From an optimization exercise on the open Yosys and OpenROAD flow, aimed at small area, a short achievable clock period and few clock cycles per item; shortcuts taken in it are not production practice. Function was checked by simulation only, so behaviour that the tests miss may differ from the original. Power is estimated from default activity; no workload was simulated.

File: constraint.sdc
create_clock -name core_clock -period 12.5 [get_ports {clk}]
set_input_delay 2.5000 -clock core_clock [delete_from_list [all_inputs] [get_ports {clk}]]
set_output_delay 2.5000 -clock core_clock [all_outputs]
set_load 0.01 [all_outputs]
File: design.v
module ddp #(
    parameter MAX_PAYLOAD_BYTES = 16
) (
    input  wire        clk,
    input  wire        rst,
    input  wire        bus_valid,
    input  wire        bus_we,
    input  wire [1:0]  bus_size,
    input  wire [18:0] bus_addr,
    input  wire [31:0] bus_wdata,
    output reg         rsp_valid,
    output reg         rsp_err,
    output wire [31:0] rsp_rdata
);
    localparam PB = 16;
    localparam MT = 17;
    localparam MF = 16;
    localparam ERR_OK    = 3'd0;
    localparam ERR_SHORT = 3'd1;
    localparam ERR_OOR   = 3'd2;
    localparam ERR_UNSUP = 3'd3;
    localparam ERR_BAD   = 3'd4;
    localparam S_IDLE = 3'd0;
    localparam S_FIN  = 3'd1;
    localparam S_EXT  = 3'd2;
    localparam S_NS   = 3'd3;
    localparam S_SCAN = 3'd4;
    localparam S_HDR  = 3'd5;
    localparam S_LK   = 3'd6;
    reg [127:0] pbuf;           
    reg [87:0]  snap;           
    reg [11:0]  len_r;
    reg [31:0]  arg0, arg1, res0;
    reg [31:0]  bigv;
    reg [7:0]   cur_s, err_s;
    reg         cur_big, err_big;
    reg [5:0]   res1_lo;        
    reg [4:0]   res1_hi;        
    reg         st_busy, st_done, st_dd_valid, st_hit, st_wign;
    reg [2:0]   st_err;
    reg [23:0]  dd_mand;
    reg [5:0]   dd_flags;
    reg [5:0]   tido;
    reg [5:0]   dcnt;           
    reg [5:0]   tcnt;           
    reg [4:0]   sp_r, tp_r, mtp_r;
    reg [4:0]   fcnt;           
    reg [4:0]   fend   [0:MT-1];    
    reg [3:0]   fdv    [0:MF-1];    
    reg [2:0]   state;
    reg [2:0]   pend_err;
    reg         pend_ddv;
    reg [7:0]   cur;
    reg [5:0]   kidx;
    reg         fresh;
    reg [5:0]   pt_q;           
    reg         pf_q;           
    reg         pbw_q;          
    reg [62:0]  w1;             
    reg [4:0]   alo;            
    reg [7:0]   amt_q;          
    reg [31:0]  pre_q;
    reg         dti_q, dti_h_q, fdi_q;
    reg [4:0]   fb_q;
    wire [127:0] sb;
    genvar gi;
    generate
        for (gi = 0; gi < PB; gi = gi + 1) begin : g_sb
            assign sb[127-8*gi -: 8] = pbuf[8*gi +: 8];
        end
    endgenerate
    reg  [7:0]   amt_d;
    wire         src_p_d;
    wire [127:0] src = {sb[127:88], src_p_d ? sb[87:0] : snap};
    wire [191:0] Z = {32'd0, src, 32'd0};    
    reg  [158:0] A7;
    reg  [94:0]  A6;
    reg  [62:0]  A5;
    reg  [46:0]  A4;
    reg  [38:0]  A3;
    reg  [34:0]  A2;
    reg  [32:0]  A1;
    reg  [31:0]  win;
    integer sx;
    always @(*) begin
        for (sx = 0; sx < 159; sx = sx + 1)
            A7[sx] = amt_d[7] ? ((sx + 128 < 192) ? Z[191-sx-128] : 1'b0) : Z[191-sx];
        for (sx = 0; sx < 95; sx = sx + 1) A6[sx] = amt_d[6] ? A7[sx+64] : A7[sx];
        for (sx = 0; sx < 63; sx = sx + 1) A5[sx] = amt_d[5] ? A6[sx+32] : A6[sx];
    end
    always @(*) begin
        for (sx = 0; sx < 47; sx = sx + 1) A4[sx] = alo[4] ? w1[sx+16] : w1[sx];
        for (sx = 0; sx < 39; sx = sx + 1) A3[sx] = alo[3] ? A4[sx+8] : A4[sx];
        for (sx = 0; sx < 35; sx = sx + 1) A2[sx] = alo[2] ? A3[sx+4] : A3[sx];
        for (sx = 0; sx < 33; sx = sx + 1) A1[sx] = alo[1] ? A2[sx+2] : A2[sx];
        for (sx = 0; sx < 32; sx = sx + 1) win[31-sx] = alo[0] ? A1[sx+1] : A1[sx];
    end
    wire [18:0] a = bus_addr;
    wire bus_error =
        (bus_size == 2'd1) || (bus_size == 2'd3) ||
        (bus_size == 2'd2 && a[1:0] != 2'b00) ||
        (bus_size == 2'd0 && a[18:12] != 7'h01) ||
        (a >= 19'h50000);
    wire host_wr = bus_valid && bus_we && !bus_error;
    wire wr_ok   = host_wr && !st_busy;
    wire wr_reg  = wr_ok && bus_size == 2'd2 && a[18:12] == 7'h00;
    wire issue   = wr_reg && a[11:0] == 12'h004;
    wire [31:0] c = bus_wdata;
    wire c_ext = (c == 32'd1);
    wire c_ns  = (c == 32'd2);
    wire c_dec = (c == 32'd3);
    wire c_lk  = (c == 32'd4);
    wire lenok = (len_r <= 12'd16);
    wire i_ext = c_ext && lenok;
    wire i_ns  = c_ns  && lenok;
    wire i_dec = c_dec && lenok;
    wire [4:0] L  = len_r[4:0];
    wire [7:0] L8 = {L, 3'b000};
    wire h_tds = (len_r >= 12'd4) && sb[127-24];
    wire [43:0] stp;
    genvar si;
    generate
        for (si = 0; si < 44; si = si + 1) begin : g_stp
            assign stp[si] = sb[127-40-2*si] & sb[127-41-2*si];
        end
    endgenerate
    reg  [5:0] p_t;
    integer    hi;
    always @(*) begin
        p_t = 6'd0;
        for (hi = 43; hi >= 0; hi = hi - 1)
            if (stp[hi]) p_t = hi;
    end
    wire [4:0]  h_dv   = {sb[127-35], sb[127-36], sb[127-37], sb[127-38], sb[127-39]};
    wire [5:0]  h_d1   = {1'b0, h_dv} + 6'd1;
    wire [5:0]  h_T    = pt_q + 6'd1;
    wire [10:0] h_prod = h_T * h_dv;                       
    wire [12:0] h_de   = 13'd40 + {5'd0, h_T, 2'b00} + {1'b0, h_prod, 1'b0};   
    wire        h_fail = !pf_q || (h_de > {5'd0, L8});
    function [5:0] ns_width;           
        input [31:0] n;
        reg   [4:0]  msb;
        reg          above, np2;
        integer i;
        begin
            msb = 5'd0;
            above = 1'b0;
            np2 = 1'b0;
            for (i = 31; i >= 0; i = i - 1) begin
                if (n[i] && above) np2 = 1'b1;
                if (n[i] && !above) msb = i;
                above = above | n[i];
            end
            ns_width = {1'b0, msb} + {5'd0, np2};
        end
    endfunction
    function [32:0] lowmask;           
        input [5:0] n;
        integer i;
        begin
            for (i = 0; i < 33; i = i + 1)
                lowmask[i] = (i < n);
        end
    endfunction
    wire        p_hi  = |arg0[31:8];
    wire [8:0]  p9    = {1'b0, arg0[7:0]};
    wire [8:0]  L9    = {1'b0, L8};
    wire [5:0]  ns_wc = ns_width(arg1);
    reg  [5:0]  ns_w;                                    
    wire [32:0] ns_lm = lowmask(ns_w);
    wire [31:0] ns_x  = win & ns_lm[31:0];
    wire [31:0] ns_v  = {1'b0, ns_x[31:1]};
    wire [32:0] ns_u  = {1'b0, ns_v} + {1'b0, arg1};     
    wire [32:0] ns_s  = {1'b0, ns_x} + {1'b0, arg1};     
    wire        ns_lt = ~|(ns_u & ~ns_lm);
    wire [32:0] ns_r  = ns_s & ns_lm;
    wire [8:0]  p_w   = p9 + {3'd0, ns_w};
    wire [8:0]  p_wm1 = p_w - 9'd1;
    wire        ns_f1 = (ns_w >= 6'd2) && (p_hi || p_wm1 > L9);
    wire        ns_f2 = p_hi || p_w > L9;
    wire        ex_nok = (arg1 == 32'd0) || (arg1 > 32'd32);
    wire [8:0]  ex_end = p9 + {3'd0, arg1[5:0]};
    wire        ex_oor = ex_nok || p_hi || (ex_end > L9);
    wire [5:0] lk_k   = dd_mand[21:16] - tido;
    wire       lk_cus = dd_flags[3] || dd_flags[4] || dd_flags[5];
    wire       lk_hit = dd_flags[1] && ({1'b0, lk_k} < {1'b0, tcnt});
    wire [7:0] rem    = L8 - cur;
    wire       s_lastA = (kidx == tcnt - 6'd1);
    wire       s_lastB = (kidx + 6'd1 == tcnt - 6'd1);
    wire       a0  = win[31];
    wire       a5  = win[26];
    wire       a10 = win[21];
    wire       wv1  = win[30];
    wire       wv6  = win[25];
    wire       wv11 = win[20];
    reg        s_fail, s_doneA, s_doneB, s_doB, s_fresh, s_sl0, s_sl1, s_src0, s_src1;
    reg [7:0]  s_fpos;
    reg [3:0]  s_cons;
    reg [1:0]  s_nA, s_nf;
    always @(*) begin
        s_nA    = !a0 ? 2'd0 : !a5 ? 2'd1 : 2'd2;
        s_doneA = !a0 || !a5 || !a10;
        s_cons  = !a0 ? 4'd1 : !a5 ? 4'd6 : !a10 ? 4'd11 : 4'd10;
        s_doB   = s_doneA && !(a0 && a5) && !s_lastA;
        s_doneB = 1'b0;
        s_nf    = s_nA;
        if (s_doB) begin
            if (!a0) begin                       
                if (!wv1)       begin s_doneB = 1'b1; s_cons = 4'd2;  s_nf = 2'd0; end
                else if (!wv6)  begin s_doneB = 1'b1; s_cons = 4'd7;  s_nf = 2'd1; end
                else if (!wv11) begin s_doneB = 1'b1; s_cons = 4'd12; s_nf = 2'd2; end
                else           begin s_doneB = 1'b0; s_cons = 4'd11; s_nf = 2'd2; end
            end else begin                       
                if (!wv6)       begin s_doneB = 1'b1; s_cons = 4'd7;  s_nf = 2'd1; end
                else if (!wv11) begin s_doneB = 1'b1; s_cons = 4'd12; s_nf = 2'd2; end
                else           begin s_doneB = 1'b0; s_cons = 4'd11; s_nf = 2'd2; end
            end
        end
        s_fresh = s_doB ? s_doneB : s_doneA;
        s_sl0   = (s_nf != 2'd0);
        s_sl1   = (s_nf == 2'd2);
        s_src0  = (s_nA == 2'd0);               
        s_src1  = (s_nA != 2'd2);               
        s_fail  = 1'b0;
        s_fpos  = cur;
        if ({4'd0, s_cons} > rem) begin
            s_doB   = 1'b0;
            s_doneB = 1'b0;
            s_src0  = 1'b0;
            s_sl1   = 1'b0;
            s_nA    = {1'b0, a0};
            s_nf    = {1'b0, a0};
            s_sl0   = a0;
            s_doneA = !a0;
            s_fresh = !a0;
            s_cons  = a0 ? 4'd5 : 4'd1;
            if (rem == 8'd0) begin
                s_fail = 1'b1; s_fpos = cur;
            end else if (a0 && rem < 8'd5) begin
                s_fail = 1'b1; s_fpos = cur + 8'd1;
            end
        end
    end
    wire [7:0] s_next  = cur + {4'd0, s_cons};
    wire [4:0] s_fcntA = fcnt + {3'd0, s_nA};
    wire [4:0] s_fcnt  = fcnt + {3'd0, s_nf};
    wire       s_done  = (s_doneA && s_lastA) || (s_doB && s_doneB && s_lastB);
    wire       s_end   = state == S_SCAN && (s_fail || s_done);
    wire [1:0] s_nd    = {1'b0, s_doneA} + {1'b0, s_doB && s_doneB};
    wire [3:0] s_v0    = s_src0 ? win[29:26] : win[30:27];
    wire [3:0] s_v1    = s_src1 ? win[24:21] : win[25:22];
    reg [4:0] lsp [0:MT-1];
    reg [4:0] ltp [0:MT-1];
    reg [4:0] psp [0:15];
    reg [4:0] ptp [0:15];
    reg       prs [0:15];
    integer pk, pl, pj;
    always @(*) begin
        for (pk = 0; pk < 16; pk = pk + 1) begin
            psp[pk] = {4'd0, snap[87-2*pk] & ~snap[86-2*pk]};
            prs[pk] = snap[87-2*pk] & ~snap[86-2*pk];
            ptp[pk] = {4'd0, ~snap[87-2*pk] & snap[86-2*pk]};
        end
        for (pl = 0; pl < 4; pl = pl + 1) begin
            for (pk = 15; pk >= 0; pk = pk - 1) begin
                if (((pk >> pl) & 1) == 1) begin
                    pj = ((pk >> pl) << pl) - 1;
                    psp[pk] = psp[pk] + psp[pj];
                    ptp[pk] = prs[pk] ? ptp[pk] : ptp[pk] + ptp[pj];
                    prs[pk] = prs[pk] | prs[pj];
                end
            end
        end
        lsp[0] = 5'd0;
        ltp[0] = 5'd0;
        for (pk = 0; pk < 16; pk = pk + 1) begin
            lsp[pk+1] = psp[pk];
            ltp[pk+1] = ptp[pk];
        end
    end
    reg [1:0] idc, idcB;
    integer ii;
    always @(*) begin
        idc  = 2'd0;
        idcB = 2'd0;
        for (ii = 0; ii < MT; ii = ii + 1) begin
            if (kidx == ii)         idc  = {sb[127-40-2*ii], sb[127-41-2*ii]};
            if (kidx + 6'd1 == ii)  idcB = {sb[127-40-2*ii], sb[127-41-2*ii]};
        end
    end
    function [14:0] lstep;
        input [1:0]  c;
        input [14:0] st;      
        reg   [4:0]  sp, tp, mt;
        begin
            sp = st[14:10]; tp = st[9:5]; mt = st[4:0];
            if (c == 2'd1) begin
                tp = tp + 5'd1;
                if (tp > mt) mt = tp;
            end else if (c == 2'd2) begin
                tp = 5'd0;
                sp = sp + 5'd1;
            end
            lstep = {sp, tp, mt};
        end
    endfunction
    wire [14:0] lay0 = {sp_r, tp_r, mtp_r};
    wire [14:0] layA = fresh ? lstep(idc, lay0) : lay0;
    wire [14:0] layB = s_doB ? lstep(idcB, layA) : layA;
    wire [31:0] status_word = {24'd0, st_wign, st_hit, st_dd_valid, st_err, st_done, st_busy};
    wire [31:0] cursor_w    = cur_big ? bigv : {24'd0, cur_s};
    wire [31:0] errbit_w    = err_big ? bigv : {24'd0, err_s};
    wire [5:0]  tcnt_e  = st_dd_valid ? tcnt : 6'd0;
    wire [4:0]  ftot_e  = st_dd_valid ? fcnt : 5'd0;
    wire [31:0] adt     = st_dd_valid ? lowmask(dcnt) : 33'd0;
    wire [4:0]  kk      = a[6:2];
    wire        k_ok    = (a[15:7] == 9'd0) && ({1'b0, kk} < tcnt_e);
    wire        kd_ok   = (a[15:8] == 8'd0) && ({1'b0, a[7:3]} < tcnt_e);
    wire        i_ok    = (a[15:7] == 9'd0) && (kk < ftot_e);
    wire        rg      = (a[18:7] == 12'd0);
    wire        pbw     = (a[18:12] == 7'h01) && (a[11:4] == 8'd0);
    wire        word    = bus_size[1];
    reg [31:0] pword;
    reg [7:0]  pbyte;
    reg [31:0] regw;
    reg [4:0]  l_sp, l_tp, f_first, f_end;
    reg [3:0]  fdsel;
    always @(*) begin
        case (a[3:2])
            2'd0: pword = pbuf[31:0];
            2'd1: pword = pbuf[63:32];
            2'd2: pword = pbuf[95:64];
            default: pword = pbuf[127:96];
        endcase
        case (a[1:0])
            2'd0: pbyte = pword[7:0];
            2'd1: pbyte = pword[15:8];
            2'd2: pbyte = pword[23:16];
            default: pbyte = pword[31:24];
        endcase
        case (kk)
            5'd0:  regw = 32'h0007_0010;
            5'd2:  regw = status_word;
            5'd3:  regw = {20'd0, len_r};
            5'd4:  regw = arg0;
            5'd5:  regw = arg1;
            5'd6:  regw = res0;
            5'd7:  regw = {11'd0, res1_hi, 10'd0, res1_lo};
            5'd8:  regw = cursor_w;
            5'd9:  regw = errbit_w;
            5'd12: regw = st_dd_valid ? {8'd0, dd_mand} : 32'd0;
            5'd13: regw = st_dd_valid ? {26'd0, dd_flags} : 32'd0;
            5'd14: regw = st_dd_valid ? {10'd0, tcnt, 2'd0, dcnt, 2'd0, tido} : 32'd0;
            5'd15: regw = st_dd_valid ? {11'd0, mtp_r, 11'd0, sp_r} : 32'd0;
            5'd16: regw = adt;
            5'd17: regw = {27'd0, ftot_e};
            default: regw = 32'd0;
        endcase
        l_sp = lsp[kk];
        l_tp = ltp[kk];
        f_end = fend[kk];
        f_first = (kk == 5'd0) ? 5'd0 : fend[kk - 5'd1];
        fdsel = fdv[a[5:2]];
    end
    wire [31:0] pre_d =
          ((!word && pbw) ? {24'd0, pbyte} : 32'd0)
        | ((word && pbw) ? pword : 32'd0)
        | ((word && rg) ? regw : 32'd0)
        | ((word && a[18:16] == 3'd1 && k_ok) ? {11'd0, l_tp, 11'd0, l_sp} : 32'd0)
        | ((word && a[18:16] == 3'd3 && k_ok) ? {27'd0, f_first} : 32'd0)
        | ((word && a[18:16] == 3'd4 && i_ok) ? {27'd0, {1'b0, fdsel} + 5'd1} : 32'd0);
    wire [7:0]  d_base = 8'd72 + {1'b0, tcnt, 1'b0};             
    wire [7:0]  d_bh   = {d_base[7:5] + {2'd0, a[2]}, d_base[4:0]};
    wire [6:0]  d1x    = {1'b0, dcnt};                             
    wire [6:0]  d3x    = {1'b0, dcnt} + {dcnt, 1'b0};
    reg  [6:0]  pp0, pp1;
    always @(*) begin
        case (a[4:3])
            2'd0: pp0 = 7'd0;
            2'd1: pp0 = d1x;
            2'd2: pp0 = {d1x[5:0], 1'b0};
            default: pp0 = d3x;
        endcase
        case (a[6:5])
            2'd0: pp1 = 7'd0;
            2'd1: pp1 = {d1x[4:0], 2'b00};
            2'd2: pp1 = {d1x[3:0], 3'b000};
            default: pp1 = {d3x[4:0], 2'b00};
        endcase
    end
    wire [6:0]  pp2 = a[7] ? {d1x[2:0], 4'b0000} : 7'd0;
    wire [6:0]  cs_s = pp0 ^ pp1 ^ pp2;
    wire [6:0]  cs_c = (pp0 & pp1) | (pp0 & pp2) | (pp1 & pp2);
    wire [7:0]  op_a = {cs_s, 1'b0};
    wire [7:0]  op_b = {cs_c[5:0], 2'b00};
    wire [7:0]  cs2_s = op_a ^ op_b ^ d_bh;
    wire [7:0]  cs2_c = (op_a & op_b) | (op_a & d_bh) | (op_b & d_bh);
    wire [7:0]  dti_amt = cs2_s + {cs2_c[6:0], 1'b0};
    wire [31:0] dti_word;
    generate
        for (gi = 0; gi < 16; gi = gi + 1) begin : g_dti
            wire en = dti_h_q ? (gi + 16 < dcnt) : (gi < dcnt);
            assign dti_word[2*gi+1] = en && win[31-2*gi];
            assign dti_word[2*gi]   = en && win[30-2*gi];
        end
    endgenerate
    wire [4:0] fd_count = fb_q - pre_q[4:0];
    assign rsp_rdata = pre_q
                     | (dti_q ? dti_word : 32'd0)
                     | (fdi_q ? {11'd0, fd_count, 16'd0} : 32'd0);
    wire hdr_go    = (issue && i_dec && !pbw_q) || state == S_HDR;
    wire        pb_in = wr_ok && a[18:12] == 7'h01 && a[11:4] == 8'd0;
    wire [15:0] pb_we;
    generate
        for (gi = 0; gi < PB; gi = gi + 1) begin : g_pbwe
            assign pb_we[gi] = pb_in && (word ? (a[3:2] == gi / 4) : (a[3:0] == gi));
        end
    endgenerate
    always @(*) begin
        if (issue && i_ext)
            amt_d = arg0[7:0] + arg1[7:0];
        else if (issue && i_ns)
            amt_d = arg0[7:0] + {2'd0, ns_wc};
        else if (hdr_go)
            amt_d = h_de[7:0] + 8'd32;
        else if (state == S_SCAN)
            amt_d = amt_q + {4'd0, s_cons};      
        else
            amt_d = dti_amt;
    end
    assign src_p_d = busy_next;
    wire busy_next = issue || (st_busy && !(state == S_FIN || state == S_EXT || state == S_NS || state == S_LK || s_end));
    integer i;
    always @(posedge clk) begin
        pre_q   <= pre_d;
        dti_q   <= word && (a[18:16] == 3'd2) && kd_ok;
        dti_h_q <= a[2];
        fdi_q   <= word && (a[18:16] == 3'd3) && k_ok;
        fb_q    <= f_end;
        if (issue) ns_w <= c_ext ? arg1[5:0] : ns_wc;    
        pt_q    <= p_t;
        pf_q    <= |stp;
        pbw_q   <= |pb_we;
        if (rst) begin
            rsp_valid   <= 1'b0;
            rsp_err     <= 1'b0;
            len_r       <= 12'd0;
            arg0        <= 32'd0;
            arg1        <= 32'd0;
            res0        <= 32'd0;
            res1_lo     <= 6'd0;
            res1_hi     <= 5'd0;
            cur_s       <= 8'd0;
            err_s       <= 8'd0;
            cur_big     <= 1'b0;
            err_big     <= 1'b0;
            st_busy     <= 1'b0;
            st_done     <= 1'b0;
            st_err      <= 3'd0;
            st_dd_valid <= 1'b0;
            st_hit      <= 1'b0;
            st_wign     <= 1'b0;
            state       <= S_IDLE;
        end else begin
            rsp_valid <= bus_valid;
            rsp_err   <= bus_valid && bus_error;
            if (host_wr && st_busy) st_wign <= 1'b1;
            for (i = 0; i < PB; i = i + 1)
                if (pb_we[i]) pbuf[8*i +: 8] <= word ? bus_wdata[8*(i%4) +: 8] : bus_wdata[7:0];
            if (wr_reg) begin
                case (a[11:0])
                    12'h008: if (bus_wdata[1]) st_done <= 1'b0;
                    12'h00C: len_r <= bus_wdata[11:0];
                    12'h010: arg0  <= bus_wdata;
                    12'h014: arg1  <= bus_wdata;
                    default: ;
                endcase
            end
            case (state)
                S_FIN: begin
                    st_busy <= 1'b0;
                    st_done <= 1'b1;
                    st_err  <= pend_err;
                    if (pend_ddv) st_dd_valid <= 1'b1;
                    state   <= S_IDLE;
                end
                S_EXT: begin
                    st_busy <= 1'b0;
                    st_done <= 1'b1;
                    state   <= S_IDLE;
                    res1_hi <= 5'd0;
                    bigv    <= arg0;
                    cur_big <= 1'b0;
                    err_s   <= 8'd0;
                    if (ex_oor) begin
                        st_err <= ERR_OOR; err_big <= 1'b1;
                        res0 <= 32'd0; res1_lo <= 6'd0; cur_s <= 8'd0;
                    end else begin
                        st_err <= ERR_OK; err_big <= 1'b0;
                        res0 <= win & ns_lm[31:0];
                        res1_lo <= arg1[5:0];
                        cur_s <= ex_end[7:0];
                    end
                end
                S_NS: begin
                    st_busy <= 1'b0;
                    st_done <= 1'b1;
                    state   <= S_IDLE;
                    res1_hi <= 5'd0;
                    bigv    <= arg0;
                    if (arg1 == 32'd0 || (arg1 != 32'd1 && ns_f1)) begin
                        st_err <= ERR_OOR; err_big <= 1'b1; cur_big <= 1'b0; cur_s <= 8'd0;
                        res0 <= 32'd0; res1_lo <= 6'd0;
                    end else if (arg1 == 32'd1) begin
                        st_err <= ERR_OK; err_big <= 1'b0; err_s <= 8'd0; cur_big <= 1'b1;
                        res0 <= 32'd0; res1_lo <= 6'd0;
                    end else if (ns_lt) begin
                        st_err <= ERR_OK; err_big <= 1'b0; err_s <= 8'd0; cur_big <= 1'b0;
                        res0 <= ns_v; res1_lo <= ns_w - 6'd1; cur_s <= p_wm1[7:0];
                    end else if (ns_f2) begin
                        st_err <= ERR_OOR; cur_big <= 1'b0; cur_s <= 8'd0;
                        err_big <= (ns_w == 6'd1); err_s <= p_wm1[7:0];
                        res0 <= 32'd0; res1_lo <= 6'd0;
                    end else begin
                        st_err <= ERR_OK; err_big <= 1'b0; err_s <= 8'd0; cur_big <= 1'b0;
                        res0 <= ns_r[31:0]; res1_lo <= ns_w; cur_s <= p_w[7:0];
                    end
                end
                S_LK: begin
                    st_busy <= 1'b0;
                    st_done <= 1'b1;
                    state   <= S_IDLE;
                    err_big <= 1'b0;
                    err_s   <= 8'd0;
                    if (st_dd_valid && lk_cus) begin
                        st_err <= ERR_UNSUP;
                        st_hit <= 1'b0; res0 <= 32'd0; res1_lo <= 6'd0; res1_hi <= 5'd0;
                    end else if (st_dd_valid && lk_hit) begin
                        st_err <= ERR_OK;
                        st_hit  <= 1'b1;
                        res0    <= {26'd0, lk_k};
                        res1_lo <= {1'b0, lsp[lk_k[4:0]]};
                        res1_hi <= ltp[lk_k[4:0]];
                    end else begin
                        st_err <= ERR_OK;
                        st_hit <= 1'b0; res0 <= 32'd0; res1_lo <= 6'd0; res1_hi <= 5'd0;
                    end
                end
                S_SCAN: begin
                    {sp_r, tp_r, mtp_r} <= layB;
                    if (s_fail) begin
                        st_busy <= 1'b0; st_done <= 1'b1; state <= S_IDLE;
                        st_err <= ERR_OOR; err_s <= s_fpos;
                    end else begin
                        cur   <= s_next;
                        fcnt  <= s_fcnt;
                        fresh <= s_fresh;
                        kidx  <= kidx + {4'd0, s_nd};
                        if (s_done) begin
                            st_busy <= 1'b0; st_done <= 1'b1; state <= S_IDLE;
                            st_err <= ERR_OK; st_dd_valid <= 1'b1;
                            cur_s <= s_next;
                        end
                    end
                end
                default: ;
            endcase
            if (issue) begin
                st_busy <= 1'b1;
                st_done <= 1'b0;
                st_err  <= 3'd0;
                st_wign <= 1'b0;
                pend_ddv <= 1'b0;
                if (i_ext) begin
                    state <= S_EXT;
                end else if (i_ns) begin
                    state <= S_NS;
                end else if (i_dec) begin
                    snap        <= sb[87:0];
                    st_dd_valid <= 1'b0;
                    st_hit      <= 1'b0;
                    state       <= S_HDR;
                end else if (c_lk) begin
                    state   <= S_LK;
                end else begin
                    state    <= S_FIN;
                    pend_err <= ERR_BAD;
                    err_big  <= 1'b0;
                    err_s    <= 8'd0;
                end
            end
            if (hdr_go) begin
                    dd_mand     <= sb[127:104];
                    dd_flags    <= (len_r >= 12'd4) ? {sb[127-28], sb[127-27], sb[127-26], sb[127-25], sb[127-24], 1'b1} : 6'd0;
                    tido        <= h_tds ? {sb[127-29], sb[127-30], sb[127-31], sb[127-32], sb[127-33], sb[127-34]} : 6'd0;
                    dcnt        <= h_tds ? h_d1 : 6'd0;
                    tcnt        <= h_tds ? h_T : 6'd0;
                    sp_r        <= 5'd0;
                    tp_r        <= 5'd0;
                    mtp_r       <= 5'd0;
                    fcnt        <= 5'd0;
                    kidx        <= 6'd0;
                    fresh       <= 1'b1;
                    cur         <= h_de[7:0];
                    err_big     <= 1'b0;
                    cur_big     <= 1'b0;
                    err_s       <= 8'd0;
                    cur_s       <= 8'd0;
                    state       <= S_FIN;
                    if (len_r < 12'd3) begin
                        pend_err <= ERR_SHORT;
                    end else if (len_r == 12'd3) begin
                        pend_err <= ERR_OK; pend_ddv <= 1'b1; cur_s <= 8'd24;
                    end else if (!h_tds) begin
                        pend_err <= ERR_OK; pend_ddv <= 1'b1; cur_s <= 8'd29;
                    end else if (len_r == 12'd4) begin
                        pend_err <= ERR_OOR; err_s <= 8'd29;
                    end else if (h_fail) begin
                        pend_err <= ERR_OOR; err_s <= L8;
                    end else begin
                        state <= S_SCAN;
                    end
            end
        end
        w1    <= A5;
        alo   <= amt_d[4:0];
        amt_q <= amt_d;
        if (state == S_SCAN) begin
            for (i = 0; i < MT; i = i + 1) begin
                if (s_doneA && kidx == i)                 fend[i] <= s_fcntA;
                if (s_doB && s_doneB && kidx + 6'd1 == i) fend[i] <= s_fcnt;
            end
            for (i = 0; i < MF; i = i + 1) begin
                if (s_sl0 && fcnt == i)         fdv[i] <= s_v0;
                if (s_sl1 && fcnt + 5'd1 == i)  fdv[i] <= s_v1;
            end
        end
    end
endmodule
File: config.mk
export PLATFORM = sky130hd
export DESIGN_NAME = ddp
export DESIGN_NICKNAME = ddp
export VERILOG_FILES = /design/flow/design.v
export SDC_FILE = /design/flow/constraint.sdc
export NUM_CORES = 4
export LEC_CHECK = 0
export ABC_CLOCK_PERIOD_IN_PS = 4000
export CAP_MARGIN = 20
export CORE_MARGIN = 2
export CORE_UTILIZATION = 45
export PLACE_DENSITY = 0.6
export SETUP_SLACK_MARGIN = 5
export SLEW_MARGIN = 20
File: standard.sh
#!/bin/bash
# synth_recipe.tcl (not shown) runs the flow's synth.tcl, then flattens the netlist and writes it again
# the make line also repeats each setting of config.mk as NAME=value (left out here)
make -C /OpenROAD-flow-scripts/flow DESIGN_CONFIG=/design/flow/config.mk WORK_HOME=/design/flow/orfs CLKGATE_MAP_FILE= SYNTH_SCRIPT=/design/flow/synth_recipe.tcl "${@:-finish}"
File: flow/run.sh
#!/bin/bash
set -euo pipefail
bash standard.sh SETUP_SLACK_MARGIN=7 finish > standard_flow.log 2>&1
==> summary.txt, run 1 <==
* FF+latch count, synth at ~760
* Detailed placer's ending HPWL at roughly 240 mm
* Reg-to-Reg Start: amt_q[4]$_DFF_P_
* Ys flop type: edfxtp_1
* Distinct cells, synth at between 100 and 150
* DRT Wirelength at ~320 mm
* Critical path required time at roughly 13000 ps
* Antenna viol nets, final at 0
* Max-slew headroom at 0.220
* Leak Pwr at ~27 nW
* Hold Startpoint: arg0[9]$_SDFFE_PP0P_
* GPL Wtd Cong at roughly 1.1
* Detailed-route vias per instance at around 7
* Max frequency at 0.157 GHz
* Vias at ~60000
* Layout cells sized above 1 at 0.231
* CP Max Fanout at 8
* Utilization after layout at 0.567
* MaxCap Viol Count at 0
* CP max stage cell: mux4_2
* CTS H-tree lvls at 3
* Setup crit start: amt_q[4]$_DFF_P_
* Io pins at 91
* Worst skew pair latency at 790 ps
* Fin. max-slew vios at 0
* Hold-fix buffers, CTS at 0
* Fin crit share at 0.510
* Worst Path Buf+Inv at 4
* Worst setup SP type: flip-flop
* Crit-path max cell delay at 570 ps
* Worst Tran Pin Value at between 1000 and 1500 ps
* Vias in the first global route at 54800
* Initial drt markers at approximately 9400
* TNS Setup at 0 ps
* Cells after Synth at between 6000 and 7000
* First-pass GRT wire length at ~430 mm
* WL/cell at between 30 and 40 um
* P per Cell Area at between 100 and 150 nW/um2
* Post-synthesis net count at about 6900
* WS Path Type: reg2reg
* DRC Markers at 0
* Sinks on Clock Net at 759
* Synth Cell Area at between 50000 and 60000 um2
* Largest net degree at the start of global routing at 72
* Core area at 127000 um2
* Cell row count at around 130
* Setup violations, final at 0
* Top cell type's share of synthesized area at 0.256
* Gr usage total at 0.466
* Worst Skew at approximately 86 ps
* Clock buffer count from CTS at just under 90
* Final Hold Fails at 0
* Initial antenna violation count at 36
* Synth top area cells: edfxtp_1, dfxtp_1, ha_1, nand2_1, mux2i_1
* Root Driver: clkbuf_16
* Grt total ovfl at 0
* Post-synth EDFFs at slightly below 500
* Clock transition at the registers of the reported paths at 70 ps
* Synth-to-layout area growth at 25.4%
* Synth area leader: edfxtp_1
* Yosys warns at 8
* Buffers on Ports at 90
* Data arrival, critical path at ~7000 ps
* CTS max path bufs at 3
* Syn Area/Cell at approximately 9.0 um2
* TritonCTS clock tree: built
* Die area at around 130000 um2
* Final nets at slightly above 7000
* Peak VDD IR at 0.128 mV
* CP Capture Type: flip-flop
* Die Width at between 300 and 400 um
* Drt pass-1 iters at 7
* Die Y at about 360 um
* Post-synth ARST share at 0
* Run status: no timing/DRC/antenna violations
* Top cell family by delay on the critical path: compound AO/OA/AOI/OAI gates
* Tmin final at between 6000 and 7000 ps
* Seq/Total Area, Yosys at 0.349
* Initial Util at 0.452
* RSZ-0062 raised after global routing: true
* Hold WC Path Type: reg2reg
==> where the power goes <==
group	internal (mW)	switching, mW
Clock	1.58	1.23
Sequential	2.86	0.126
Combinational	2.08	2.77
==> kinds of logic after synthesis <==
group	synth area share
adders and majority gates	0.0990
and+or+nand+nor	0.177
AOI/OAI and AO/OA	0.200
xor gates and xnor gates	0.0304
DFF	0.349
muxes	0.102
buffers and inverters	0.0414
==> synth_stat cells (all sizes together) (26+ instances only) <==
cell type	instances
a211oi	53
a21o	75
a21oi	439
a221oi	94
a22o	43
a22oi	119
a31oi	68
and2	81
and3	43
buf	83
clkbuf	284
dfxtp	269
edfxtp	490
fa	72
ha	336
inv	242
mux2	103
mux2i	304
mux4	75
nand2	844
nand2b	71
nand3	180
nand4	80
nor2	475
nor2b	98
nor3	101
nor4	41
o211ai	76
o21a	45
o21ai	382
o21bai	34
o221ai	63
o22ai	62
or2	26
or3	30
xnor2	133
xor2	64
==> routing by layer <==
metal | wire (um) | vias up | track usage | part of all wire
met3 | 43500 | 1136 | 0.153 | 0.14
met1 | 121000 | 29100 | 0.612 | 0.38
met2 | 129000 | 4642 | 0.660 | 0.41
met5 | 198 | - | 0 | 0.00062
li1 | - | 24600 | - | -
met4 | 24000 | 28 | 0.288 | 0.076
==> stage by stage <==
step           power, mW  instance area, um2  setup slack (ps)  instances  hold WS, ps
2_1_floorplan       5.00               58300              5820       6387          428
4_1_cts             10.0               69600              6240       8371          468
3_5_place_dp        6.05               61100              3320       7954          461
3_3_place_gp        6.03               61000              3480       7954          457
5_1_grt             10.8               72100              6030       8495          480
6_report            10.6               72100              6120       8506          469
==> worst paths after layout <==
check / endpoint / depth (start not counted) / slack (ps)
setup reg to reg: w1[60]$_DFF_P_ / 28 / 6120
setup / recovery: w1[60]$_DFF_P_ / 28 / 6120
hold / removal: bigv[9]$_DFFE_PP_ / 0 / 470
hold reg to reg: bigv[9]$_DFFE_PP_ / 0 / 470
==> placed cells by master (no fill, tap or decap), drive strengths merged, types with 116 or more instances in the layout <==
cell	synthesis	final
a21oi	439	441
a22oi	119	119
buf	83	568
clkbuf	284	116
dfxtp	269	269
edfxtp	490	490
ha	336	336
inv	242	245
mux2i	304	304
nand2	844	848
nand3	180	180
nor2	475	476
o21ai	382	382
xnor2	133	133
==> layout make-up <==
type,instances,area (um2)
flip-flops and latches,759,20100
well taps,1662,2080
clock inverters,56,763
diodes,13,32.5
inverters,248,995
multi-input cells,5020,39300
repair buffers,641,6540
clock buffers,107,2310
fillers,11300,55000
==> repair_timing <==
item                       CTS  global route
gates cloned                35            11
pin swaps                  142           174
setup endpoints to repair  852           753
resized for setup          779           343
setup buffers              219           111
==> sequential cells by signal (all words and copies together), names as in the netlist, 8 cells and up <==
register  cells
len_r        12
w1           63
arg1         32
dd_mand      24
cur_s         8
fdv          64
cur           8
pre_q        32
err_s         8
amt_q         8
pbuf        128
bigv         32
arg0         32
res0         32
fend         85
snap         88
Testbench counts, summed over its fixed seeds: cycles 28,790, items 2,883.
==> run 2, diff against run 1 <==
--- a/design.v
+++ b/design.v
@@ -55,4 +55,5 @@
     reg         fresh;
     reg [5:0]   pt_q;           
+    reg [12:0]  pde_q;          
     reg         pf_q;           
     reg         pbw_q;          
@@ -134,7 +135,9 @@
     wire [4:0]  h_dv   = {sb[127-35], sb[127-36], sb[127-37], sb[127-38], sb[127-39]};
     wire [5:0]  h_d1   = {1'b0, h_dv} + 6'd1;
-    wire [5:0]  h_T    = pt_q + 6'd1;
-    wire [10:0] h_prod = h_T * h_dv;                       
-    wire [12:0] h_de   = 13'd40 + {5'd0, h_T, 2'b00} + {1'b0, h_prod, 1'b0};   
+    wire [5:0]  p_T    = p_t + 6'd1;
+    wire [10:0] p_prod = p_T * h_dv;                       
+    wire [12:0] p_de   = 13'd40 + {5'd0, p_T, 2'b00} + {1'b0, p_prod, 1'b0};   
+    wire [5:0]  h_T    = pt_q;
+    wire [12:0] h_de   = pde_q;
     wire        h_fail = !pf_q || (h_de > {5'd0, L8});
     function [5:0] ns_width;           
@@ -422,9 +425,9 @@
         else if (issue && i_ns)
             amt_d = arg0[7:0] + {2'd0, ns_wc};
-        else if (hdr_go)
+        else
             amt_d = h_de[7:0] + 8'd32;
-        else if (state == S_SCAN)
+        if (state == S_SCAN)
             amt_d = amt_q + {4'd0, s_cons};      
-        else
+        if (!busy_next)
             amt_d = dti_amt;
     end
@@ -439,5 +442,6 @@
         fb_q    <= f_end;
         if (issue) ns_w <= c_ext ? arg1[5:0] : ns_wc;    
-        pt_q    <= p_t;
+        pt_q    <= p_T;
+        pde_q   <= p_de;
         pf_q    <= |stp;
         pbw_q   <= |pb_we;
==> summary.txt, run 2 <==
* Vias at between 60000 and 70000
* Detailed-route vias per instance at ~7
* R2r setup slk at between 5000 and 6000 ps
* Setup violations, final at 0
* Initial Util at 0.455
* Gr usage total at 0.488
* Fill count at about 11000
* Antenna viol nets, final at 0
* Placed cell areas at between 60000 and 70000 um2
* Sinks on Clock Net at between 700 and 800
* Max-slew headroom at 0.173
* Seq/Total Area, Yosys at 0.349
* Initial antenna violation count at 30
* Leak Pwr at approximately 29 nW
* Initial drt markers at approximately 11000
* First-pass GRT wire length at around 450 mm
* Top-count cell post-synth: nand2_1
* Post-synth top cells: nand2_1, nor2_1, edfxtp_1, a21oi_1, o21ai_0
* Fin crit share at 0.531
* Cell row count at between 100 and 150
* CTS max path bufs at 3
* Worst Tran Pin Value at between 1000 and 1500 ps
* Worst skew pair latency at about 760 ps
* Worst Skew at just under 70 ps
* Root Driver: clkbuf_16
* TNS Setup at 0 ps
* Clock buffer count from CTS at 91
* Data arrival, critical path at ~7300 ps
* DRC Markers at 0
* Post-synth EDFFs at 490
* CP Max Fanout at 4
* Synth Cell Area at 58200 um2
* Reg area at between 20000 and 25000 um2
* Final nets at approximately 7500
* Most flops, register: pbuf
* Most frequent cells in the layout: nand2_1, edfxtp_1, buf_4, nor2_1, a21oi_1
* DRT Wirelength at between 300 and 400 mm
* Synth-to-layout area growth at 30.3%
* Worst setup SP type: flip-flop
* P per Cell Area at approximately 150 nW/um2
* Critical path required time at between 10000 and 15000 ps
* Detailed placer's ending HPWL at roughly 240 mm
* Peak VDD IR at approximately 0.16 mV
* Commonest non-fill, non-tap cell in the layout: nand2_1
* Max frequency at between 0.15 and 0.2 GHz
* WS Path Type: reg2reg
* Io pins at between 90 and 100
* Die Width at about 360 um
* Hold WC Path Type: reg2reg
* Largest net degree at the start of global routing at ~110
* RSZ-0062 raised after global routing: true
* GPL Wtd Cong at between 1 and 1.5
* Core area at approximately 130000 um2
* Drt pass-1 iters at 10
* Number of flip-flops in the largest register at about 130
* MaxCap Viol Count at 0
* Post-synthesis net count at around 7000
* Die area at about 130000 um2
* Clock transition at the registers of the reported paths at around 60 ps
* WL/cell at between 30 and 40 um
* Crit-path max cell delay at roughly 540 ps
* Final Hold Fails at 0
* Synth area leader: edfxtp_1
* Ys flop type: edfxtp_1
* CP Capture Type: flip-flop
* Top cell type's share of synthesized area at 0.253
* Fin. max-slew vios at 0
* Distinct cells, synth at between 90 and 100
* TritonCTS clock tree: built
* Run status: no timing/DRC/antenna violations
* Syn Area/Cell at between 8 and 9 um2
* Cells after Synth at roughly 6500
* Yosys warns at 8
* CP max stage cell: fa_1
* Post-synth ARST share at 0
* Largest regs: pbuf (128), snap (88), fend (85)
* FF+latch count, synth at slightly below 800
* Final Cell Area at roughly 76000 um2
* Buffers on Ports at 90
* Synth top area cells: edfxtp_1, dfxtp_1, ha_1, nand2_1, mux2i_1
* Vias in the first global route at 56800
* CTS H-tree lvls at 3
* Die Y at approximately 360 um
* Grt total ovfl at 0
* Tmin final at 6640 ps
* Multi-input gate area at roughly 41000 um2
* Layout cells sized above 1 at 0.265
-- run 2: cell count changes in the layout (fill, tap and decap cells not counted), sizes merged, moves of 19 or more --
| cell | before | now |
|---|---|---|
| buf | 568 | 693 |
| and3 | 43 | 132 |
| mux2i | 304 | 245 |
| a21oi | 441 | 486 |
| o211ai | 76 | 35 |
| nor2 | 476 | 513 |
| a31oi | 68 | 103 |
| nand3 | 180 | 146 |
| o22a | 1 | 35 |
| o22ai | 62 | 93 |
| a221oi | 94 | 71 |
| nor3 | 101 | 121 |
| mux2 | 103 | 84 |
-- run 2: power by group --
group	total (mW)	internal, mW	switching [mW]
logic	5.71	2.46	3.25
registers	3.09	2.92	0.166
clock network	2.79	1.55	1.24
total	11.6	6.93	4.65
-- run 2: final timing paths --
check                          startpoint                      end  depth (start not counted)
setup reg to reg      pbuf[123]$_DFFE_PP_        pde_q[10]$_DFF_P_                         30
hold / removal    res1_hi[4]$_SDFFE_PP0P_  res1_hi[4]$_SDFFE_PP0P_                          2
hold reg to reg   res1_hi[4]$_SDFFE_PP0P_  res1_hi[4]$_SDFFE_PP0P_                          2
setup / recovery      pbuf[123]$_DFFE_PP_        pde_q[10]$_DFF_P_                         30
-- run 2: cell type report --
class / count / area share
clock inverters: 53 / 0.00772
flip-flops and latches: 771 / 0.268
clock buffers: 117 / 0.0324
multi-input cells: 5107 / 0.543
repair buffers: 762 / 0.106
inverters: 256 / 0.0134
diodes: 26 / 0.000858
well taps: 1729 / 0.0285
-- run 2: cell families after synthesis --
| group | synth area share |
|---|---|
| simple gates | 0.177 |
| compound gates | 0.209 |
| flops | 0.349 |
| buf+inv | 0.0435 |
| mux | 0.0916 |
| fa+ha+maj | 0.0982 |
| xor+xnor | 0.0320 |
-- run 2: through the flow --
stage / setup slack [ps] / hold slack [ps] / std cells / total power [mW] / utilization
detailed placement: 3250 / 454 / 8126 / 6.53 / 0.483
global placement: 3400 / 445 / 8126 / 6.52 / 0.483
floorplan: 6120 / 406 / 6520 / 5.27 / -
finish: 5860 / 463 / 8821 / 11.6 / 0.593
global route: 5740 / 485 / 8798 / 11.8 / 0.592
CTS: 5940 / 462 / 8623 / 10.6 / 0.560
-- run 2: timing repair --
item	4_1_cts	5_1_grt
setup buffers	294	161
hold buffers	0	0
pin swaps	208	322
cloned	33	9
endpoints found under the setup margin	809	762
gates resized for setup	970	608
-- run 2: worst max-delay path: cells and delay by family, from the launching register on --
kind | cells | cell delay (ps)
AOI/OAI and AO/OA | 11 | 2050
xor gates and xnor gates | 3 | 620
adders and majority gates | 7 | 2440
buffers and inverters | 5 | 410
DFF | 1 | 520
and+or+nand+nor | 4 | 470
-- run 2: routing by layer --
| metal | up-vias | GRT usage | share of wire |
|---|---|---|---|
| met5 | - | 0.00763 | 0.0011 |
| met4 | 20 | 0.329 | 0.090 |
| met3 | 1312 | 0.182 | 0.15 |
| met2 | 5379 | 0.691 | 0.40 |
| met1 | 30400 | 0.617 | 0.36 |
| li1 | 25300 | - | - |
Testbench counts of run 2, summed over its fixed seeds: cycles 28,790, items 2,883.
==> run 3, diff against run 2 <==
--- a/config.mk
+++ b/config.mk
@@ -9,6 +9,6 @@
 export CAP_MARGIN = 20
 export CORE_MARGIN = 2
-export CORE_UTILIZATION = 45
-export PLACE_DENSITY = 0.6
+export CORE_UTILIZATION = 40
+export PLACE_DENSITY = 0.55
 export SETUP_SLACK_MARGIN = 5
 export SLEW_MARGIN = 20
==> summary.txt, run 3 <==
* Compound-Gate Fraction of Synth Area at 0.209
* Vias at 61500
* DRC Markers at 0
* Post-synth EDFFs at just under 500
* Largest net degree at the start of global routing at between 80 and 90
* Ys flop type: edfxtp_1
* Final nets at 7520
* Initial Util at 0.401
* Multi-input gate area at 41100 um2
* Largest family of logic cells by synthesized area: compound AO/OA/AOI/OAI gates
* Setup violations, final at 0
* Hold Startpoint: res1_hi[4]$_SDFFE_PP0P_
* Fin. max-slew vios at 0
* Vias in the first global route at 56000
* Sw Pwr at roughly 4.9 mW
* WS Path Type: reg2reg
* WL met2 at ~140 mm
* Drt pass-1 iters at 9
* Largest regs: pbuf (128), snap (88), fend (85)
* CP Cell Sequence: a22oi_1 -> and3_1 -> nand3_1 -> nor2_4 -> nor2_1 -> xnor2_2 -> nor2_1 -> fa_1 -> fa_1 -> inv_1 -> fa_1 -> inv_2 -> ha_4 -> inv_4 -> o21bai_4 -> xor2_2 -> ha_4 -> ha_4 -> a21oi_4 -> nor2b_1 -> o21a_1 -> xor2_1
* Tmin final at 6410 ps
* Peak VDD IR at about 0.14 mV
* Root Driver: clkbuf_16
* Worst Path Buf+Inv at 3
* Post-synth ARST share at 0
* Crit-path max cell delay at ~660 ps
* Buffers on Ports at 90
* XOR/XNOR Fraction of Synth Area at 0.0320
* Synth area leader: edfxtp_1
* Mux contribution to synthesized area at 0.0916
* Seq/Total Area, Yosys at 0.349
* Core area at 145000 um2
* Die area at about 150000 um2
* Worst Tran Pin Value at around 1400 ps
* Max-slew headroom at 0.0353
* Metal3 WL at about 44 mm
* Total power at ~12 mW
* CTS H-tree lvls at 3
* Internal at 7.26 mW
* P per Cell Area at 158 nW/um2
* Critical path required time at ~13000 ps
* Setup crit start: pbuf[56]$_DFFE_PP_
* Fill count at 13200
* RSZ-0062 raised after global routing: true
* FF+latch count, synth at slightly below 800
* First-pass GRT wire length at 454 mm
* Reg-to-Reg Start: pbuf[56]$_DFFE_PP_
* Detailed placer's ending HPWL at 245 mm
* TritonCTS clock tree: built
* CP Max Fanout at 8
* Most flops, register: pbuf
* Clock buffer count from CTS at 94
* Commonest non-fill, non-tap cell in the layout: nand2_1
* Fin crit share at 0.513
* Initial antenna violation count at 36
* Run status: no timing/DRC/antenna violations
* Adder-cell share of the synthesized area at 0.0982
* Simple-Gate Fraction of Synth Area at 0.177
* Reg area at approximately 20000 um2
* DRT Wirelength at 340 mm
* Worst skew pair latency at about 750 ps
* Highest routed layer: met5
* Grt total ovfl at 0
* Top cell family by delay on the critical path: adder cells
* Post-synthesis net count at ~7000
* Worst setup SP type: flip-flop
* Number of flip-flops in the largest register at between 100 and 150
* TNS Setup at 0 ps
* Die Width at just under 400 um
* Synth Cell Area at 58200 um2
* Distinct cells, synth at between 90 and 100
* Synth top area cells: edfxtp_1, dfxtp_1, ha_1, nand2_1, mux2i_1
* Final Cell Area at between 70000 and 80000 um2
* Synth-to-layout area growth at 31.7%
* Sinks on Clock Net at 771
* Gr usage total at 0.438
* Detailed-route vias per instance at 6.78
* Layout cells sized above 1 at 0.273
* Combinational group share of total power at 0.492
* Cell row count at 140
* Met1 Wirelength at 125 mm
* Most frequent cells in the layout: nand2_1, buf_4, edfxtp_1, nor2_1, a21oi_1
* Leak Pwr at 29.7 nW
* Post-synth top cells: nand2_1, nor2_1, edfxtp_1, a21oi_1, o21ai_0
* Hold WC Path Type: reg2reg
* Clock power share at 0.247
* CP max stage cell: edfxtp_1
* Yosys warns at 8
* Post-Layout Cell Count at ~9000
* Flop pwr share at 0.261
* Switching Fraction at 0.402
* Antenna viol nets, final at 0
* Inst Count DP at 8322
* WL/cell at 37.5 um
* Final Hold Fails at 0
* Top cell type's share of synthesized area at 0.253
* Clock transition at the registers of the reported paths at about 70 ps
* Cells after Synth at ~6500
* Io pins at just over 90
* Placed cell areas at 62100 um2
* Syn Area/Cell at slightly below 9 um2
* Die Y at around 390 um
* GPL Wtd Cong at about 1.1
* Initial drt markers at 9513
* Top-count cell post-synth: nand2_1
* Max frequency at 0.156 GHz
* Worst Skew at ~36 ps
* CP Capture Type: flip-flop
* MaxCap Viol Count at 0
* Hold-fix buffers, CTS at 0
* Data arrival, critical path at between 7000 and 8000 ps
* CTS max path bufs at 3
==> run 3: cell counts after synthesis <==
No cell type changed its count.
==> run 3: logic make-up (layout without fill, tap and decap cells) <==
| logic type | after synthesis | in the layout |
|---|---|---|
| AO/OA/AOI/OAI | 1843 | 1843 |
| XOR/XNOR | 211 | 211 |
| adder cells (fa/ha/maj) | 415 | 415 |
| buffers and inverters | 649 | 1257 |
| flip-flops | 771 | 771 |
| multiplexers | 415 | 415 |
| other | 0 | 22 |
| AND/OR/NAND/NOR | 2216 | 2224 |
==> run 3: per-stage QoR <==
stage / util / hold WS (ps) / setup WS, ps
finish: 0.529 / 468 / 6090
global placement: 0.428 / 446 / 4070
global route: 0.528 / 477 / 5920
floorplan: - / 406 / 6120
CTS: 0.498 / 463 / 6150
detailed placement: 0.428 / 455 / 4030
==> run 3: path summary, 6_finish.rpt <==
| check | end | slack [ps] | depth (start not counted) |
|---|---|---|---|
| worst max-delay path | pde_q[10]$_DFF_P_ | 6090 | 22 |
| worst min-delay path | res1_hi[4]$_SDFFE_PP0P_ | 470 | 2 |
| worst max register to register | pde_q[10]$_DFF_P_ | 6090 | 22 |
| worst min register to register | res1_hi[4]$_SDFFE_PP0P_ | 470 | 2 |
==> run 3: layout make-up <==
class                      instances  share of cell area
timing repair buffer             822               0.110
clock inverter                    60             0.00984
inverter                         256              0.0133
clock buffer                     117              0.0329
antenna                           22            0.000718
tap                             1917              0.0313
multi-input combinational       5108               0.536
sequential                       771               0.266
timing repair inverter             2            0.000196
==> run 3: worst reg2reg max path, delay by kind of cell, from the launching register on <==
| kind | cells | cell delay [ps] |
|---|---|---|
| DFF | 1 | 660 |
| AOI/OAI and AO/OA | 4 | 890 |
| buffers and inverters | 3 | 150 |
| xor gates and xnor gates | 3 | 560 |
| and+or+nand+nor | 6 | 1780 |
| adders and majority gates | 6 | 2250 |
==> run 3: power by group through the flow <==
stage	combinational (mW)	sequential, mW	clock [mW]
6_report	5.97	3.17	2.99
4_1_cts	4.92	3.11	2.98
3_3_place_gp	3.52	3.18	0
5_1_grt	6.10	3.14	3.08
2_1_floorplan	2.25	3.02	0
3_5_place_dp	3.54	3.17	0
==> run 3: metal layers <==
metal / global-route usage / vias up
li1: - / 25500
met1: 0.556 / 30200
met2: 0.622 / 4693
met3: 0.138 / 1189
met4: 0.318 / 14
met5: 0.00422 / -
==> run 3: timing repair <==
action / 4_1_cts / 5_1_grt
gates cloned: 33 / 13
gates resized for setup: 1005 / 552
pin swaps: 231 / 246
setup buffers: 308 / 198
setup endpoints to repair: 880 / 557
==> run 4, diff against run 3 <==
==> run.sh (new file) <==
#!/bin/bash
# synth_recipe.tcl (not shown) runs the flow's synth.tcl, then flattens the netlist and writes it again
# the make line also repeats each setting of config.mk as NAME=value (left out here)
make -C /OpenROAD-flow-scripts/flow DESIGN_CONFIG=/design/flow/config.mk WORK_HOME=/design/flow/orfs CLKGATE_MAP_FILE= SYNTH_SCRIPT=/design/flow/synth_recipe.tcl finish
removed: flow/run.sh
removed: standard.sh
==> summary.txt, run 4 <==
* WS Path Type: in2reg
* Post-synthesis net count at approximately 7000
* Clock transition at the registers of the reported paths at roughly 60 ps
* Buffers on Ports at 90
* Final nets at 6975
* Core area at between 100000 and 150000 um2
* Top-count cell post-synth: nand2_1
* Crit-path max cell delay at around 800 ps
* Leak Pwr at about 25 nW
* MaxCap Viol Count at 0
* Setup violations, final at 0
* Die Y at a little under 400 um
* Worst hold margin at ~460 ps
* CP max stage cell: nor3_1
* Vias in the first global route at around 53000
* CP Cell Sequence: clkdlybuf4s50_1 -> nor3_1 -> nand3_1 -> a2111oi_1 -> and4_1 -> nand2_1 -> mux2_2 -> a211oi_1 -> a211oi_1 -> or2_4 -> inv_2 -> or2_1 -> buf_4 -> o22ai_1
* Tmin final at 7340 ps
* Die area at 149000 um2
* Clock buffer count from CTS at just over 90
* Grt total ovfl at 0
* Cell mode on critical path: a211oi_1
* Fin. max-slew vios at 0
* TNS Setup at 0 ps
* Io pins at 91
* Worst Tran Pin Value at around 1300 ps
* Top cell type's share of synthesized area at 0.253
* Layout cells sized above 1 at 0.103
* Hold path depth at 2
* Max-slew headroom at 0.141
* Post-synth ARST share at 0
* Drt pass-1 iters at 7
* Detailed placer's ending HPWL at ~240 mm
* Worst skew pair latency at 800 ps
* Antenna viol nets, final at 0
* Critical path required time at around 13000 ps
* Distinct cells, synth at 94
* Root Driver: clkbuf_16
* CTS max path bufs at 3
* Vias at between 50000 and 60000
* Number of flip-flops in the largest register at 128
* Post-synth top cells: nand2_1, nor2_1, edfxtp_1, a21oi_1, o21ai_0
* Inst Count DP at ~8300
* Initial Util at 0.401
* Post-synth EDFFs at 490
* Largest regs: pbuf (128), snap (88), fend (85)
* Post-Layout Cell Count at around 8500
* Reg2Reg Depth at 18
* CTS H-tree lvls at 3
* Cells after Synth at roughly 6500
* Fill count at approximately 14000
* P per Cell Area at about 150 nW/um2
* Initial drt markers at a little under 9000
* Sinks on Clock Net at 771
* Synth Cell Area at between 50000 and 60000 um2
* Most flops, register: pbuf
* Detailed-route vias per instance at 6.78
* Gr usage total at 0.409
* Synth area leader: edfxtp_1
* Run status: no timing/DRC/antenna violations
* RSZ-0062 raised after global routing: false
* Fin crit share at 0.587
* First-pass GRT wire length at between 400 and 500 mm
* FF+latch count, synth at between 700 and 800
* Commonest non-fill, non-tap cell in the layout: nand2_1
* WL/cell at 36.7 um
* DRT Wirelength at 313 mm
* Most frequent cells in the layout: nand2_1, nor2_1, edfxtp_1, a21oi_1, o21ai_0
* Peak VDD IR at approximately 0.11 mV
* Yosys warns at 8
* Final Hold Fails at 0
* Ys flop type: edfxtp_1
* Worst Skew at around 96 ps
* GPL Wtd Cong at between 1 and 1.5
* Synth top area cells: edfxtp_1, dfxtp_1, ha_1, nand2_1, mux2i_1
* Synth-to-layout area growth at 12.1%
* Cell row count at 140
* Die Width at slightly below 400 um
* Seq/Total Area, Yosys at 0.349
* CP Max Fanout at 31
* Max frequency at between 0.1 and 0.15 GHz
* TritonCTS clock tree: built
* Initial antenna violation count at 28
* Largest net degree at the start of global routing at between 100 and 150
* Data arrival, critical path at slightly below 8000 ps
* Syn Area/Cell at between 8 and 9 um2
* Hold WC Path Type: reg2reg
* CP Capture Type: flip-flop
* Worst setup SP type: primary input
* DRC Markers at 0
run 4: timing repair:
action                                  CTS  global route
pin swaps                                 1             1
gates cloned                              1             2
gates resized for setup                  25            38
hold buffers                              0             0
buffers inserted                          5            31
endpoints found under the setup margin  194           143
run 4: layout make-up:
cell class | count | area (um2) | area share
Sequential cell | 771 | 20300 | 0.312
Timing Repair inverter | 1 | 5.00 | 0.0000767
Inverter | 256 | 965 | 0.0148
Antenna cell | 9 | 22.5 | 0.000345
Clock buffer | 129 | 2600 | 0.0399
Multi-Input combinational cell | 5101 | 35900 | 0.550
Clock inverter | 47 | 591 | 0.00905
Tap cell | 1917 | 2400 | 0.0367
Timing Repair Buffer | 286 | 2460 | 0.0377
run 4: worst paths after layout:
| path | start | end | slack [ps] |
|---|---|---|---|
| setup reg to reg | amt_q[3]$_DFF_P_ | fend[4][3]$_DFFE_PP_ | 5220 |
| hold / removal | res1_hi[4]$_SDFFE_PP0P_ | res1_hi[4]$_SDFFE_PP0P_ | 460 |
| setup / recovery | bus_addr[15] | w1[49]$_DFF_P_ | 5160 |
| hold reg to reg | res1_hi[4]$_SDFFE_PP0P_ | res1_hi[4]$_SDFFE_PP0P_ | 460 |
run 4: power breakdown:
part           switching, mW  internal [mW]  leakage, nW  total (mW)
clock network           1.28           1.61         1.53        2.89
registers              0.148           2.92         6.57        3.07
logic                   2.40           1.26         17.2        3.65
run 4: critical path: cells and delay by family:
family,cells,cell delay (ps)
simple gates,6,2690
compound gates,4,1290
buf+inv,3,1060
mux,1,360
run 4: cells by family after synthesis:
kind of cell    count (synthesis)  synth area share
xor+xnor                      211            0.0320
flops                         771             0.349
compound gates               1843             0.209
simple gates                 2216             0.177
fa+ha+maj                     415            0.0982
buf+inv                       649            0.0435
mux                           415            0.0916
run 4: per-layer routing:
metal	part of all wire	up-vias	routed length [um]	global-route usage
li1	-	24300	-	-
met1	0.39	28500	123000	0.546
met2	0.41	4044	129000	0.590
met3	0.13	842	39500	0.122
met4	0.070	26	21900	0.224
met5	0.00050	-	155	0
run 4: stage by stage:
stage	power, mW	utilization	worst slack, ps	instance area, um2
global route	9.89	0.450	4980	65300
floorplan	5.20	-	5150	58200
CTS	9.42	0.447	5000	64800
finish	9.62	0.450	5160	65300
global placement	6.50	0.424	3050	61500
detailed placement	6.53	0.424	3590	61500

port drivers added, routing unchanged:
The results above use ideal ports. As a check the final layouts listed here were re-extracted and re-timed, cells and wires unchanged.
Step 1 sets driving cells, clkbuf_16 on the clock port and buf_2 on the other inputs (assumed; they add their load-dependent delay and slew).
Step 2 also shifts input and output timing later by t, the mid clock arrival at the registers, as if the neighbouring blocks saw the same clock.
Slacks: ideal / step 1 / step 2; pairs: ideal / step 1.
run	shift t [ns]	setup WS [ns]	hold WS [ns]	clock arrival spread, ns	worst slew at a driven data input, ns
run 1	0.831	6.124 / 6.124 / 5.397	0.469 / 0.469 / 0.469	0.088 / 0.089	0.19
run 2	0.809	5.856 / 5.856 / 5.480	0.463 / 0.463 / 0.463	0.068 / 0.068	0.18
run 3	0.818	6.088 / 6.088 / 5.493	0.468 / 0.468 / 0.468	0.038 / 0.038	0.15
run 4	0.842	5.159 / 5.216 / 4.381	0.461 / 0.461 / 0.461	0.097 / 0.096	0.11
After both steps setup and hold are still met in every run listed. The setup slack of run 4, which loses most, moves by +0.057 ns with the drivers and by -0.778 ns with both steps.
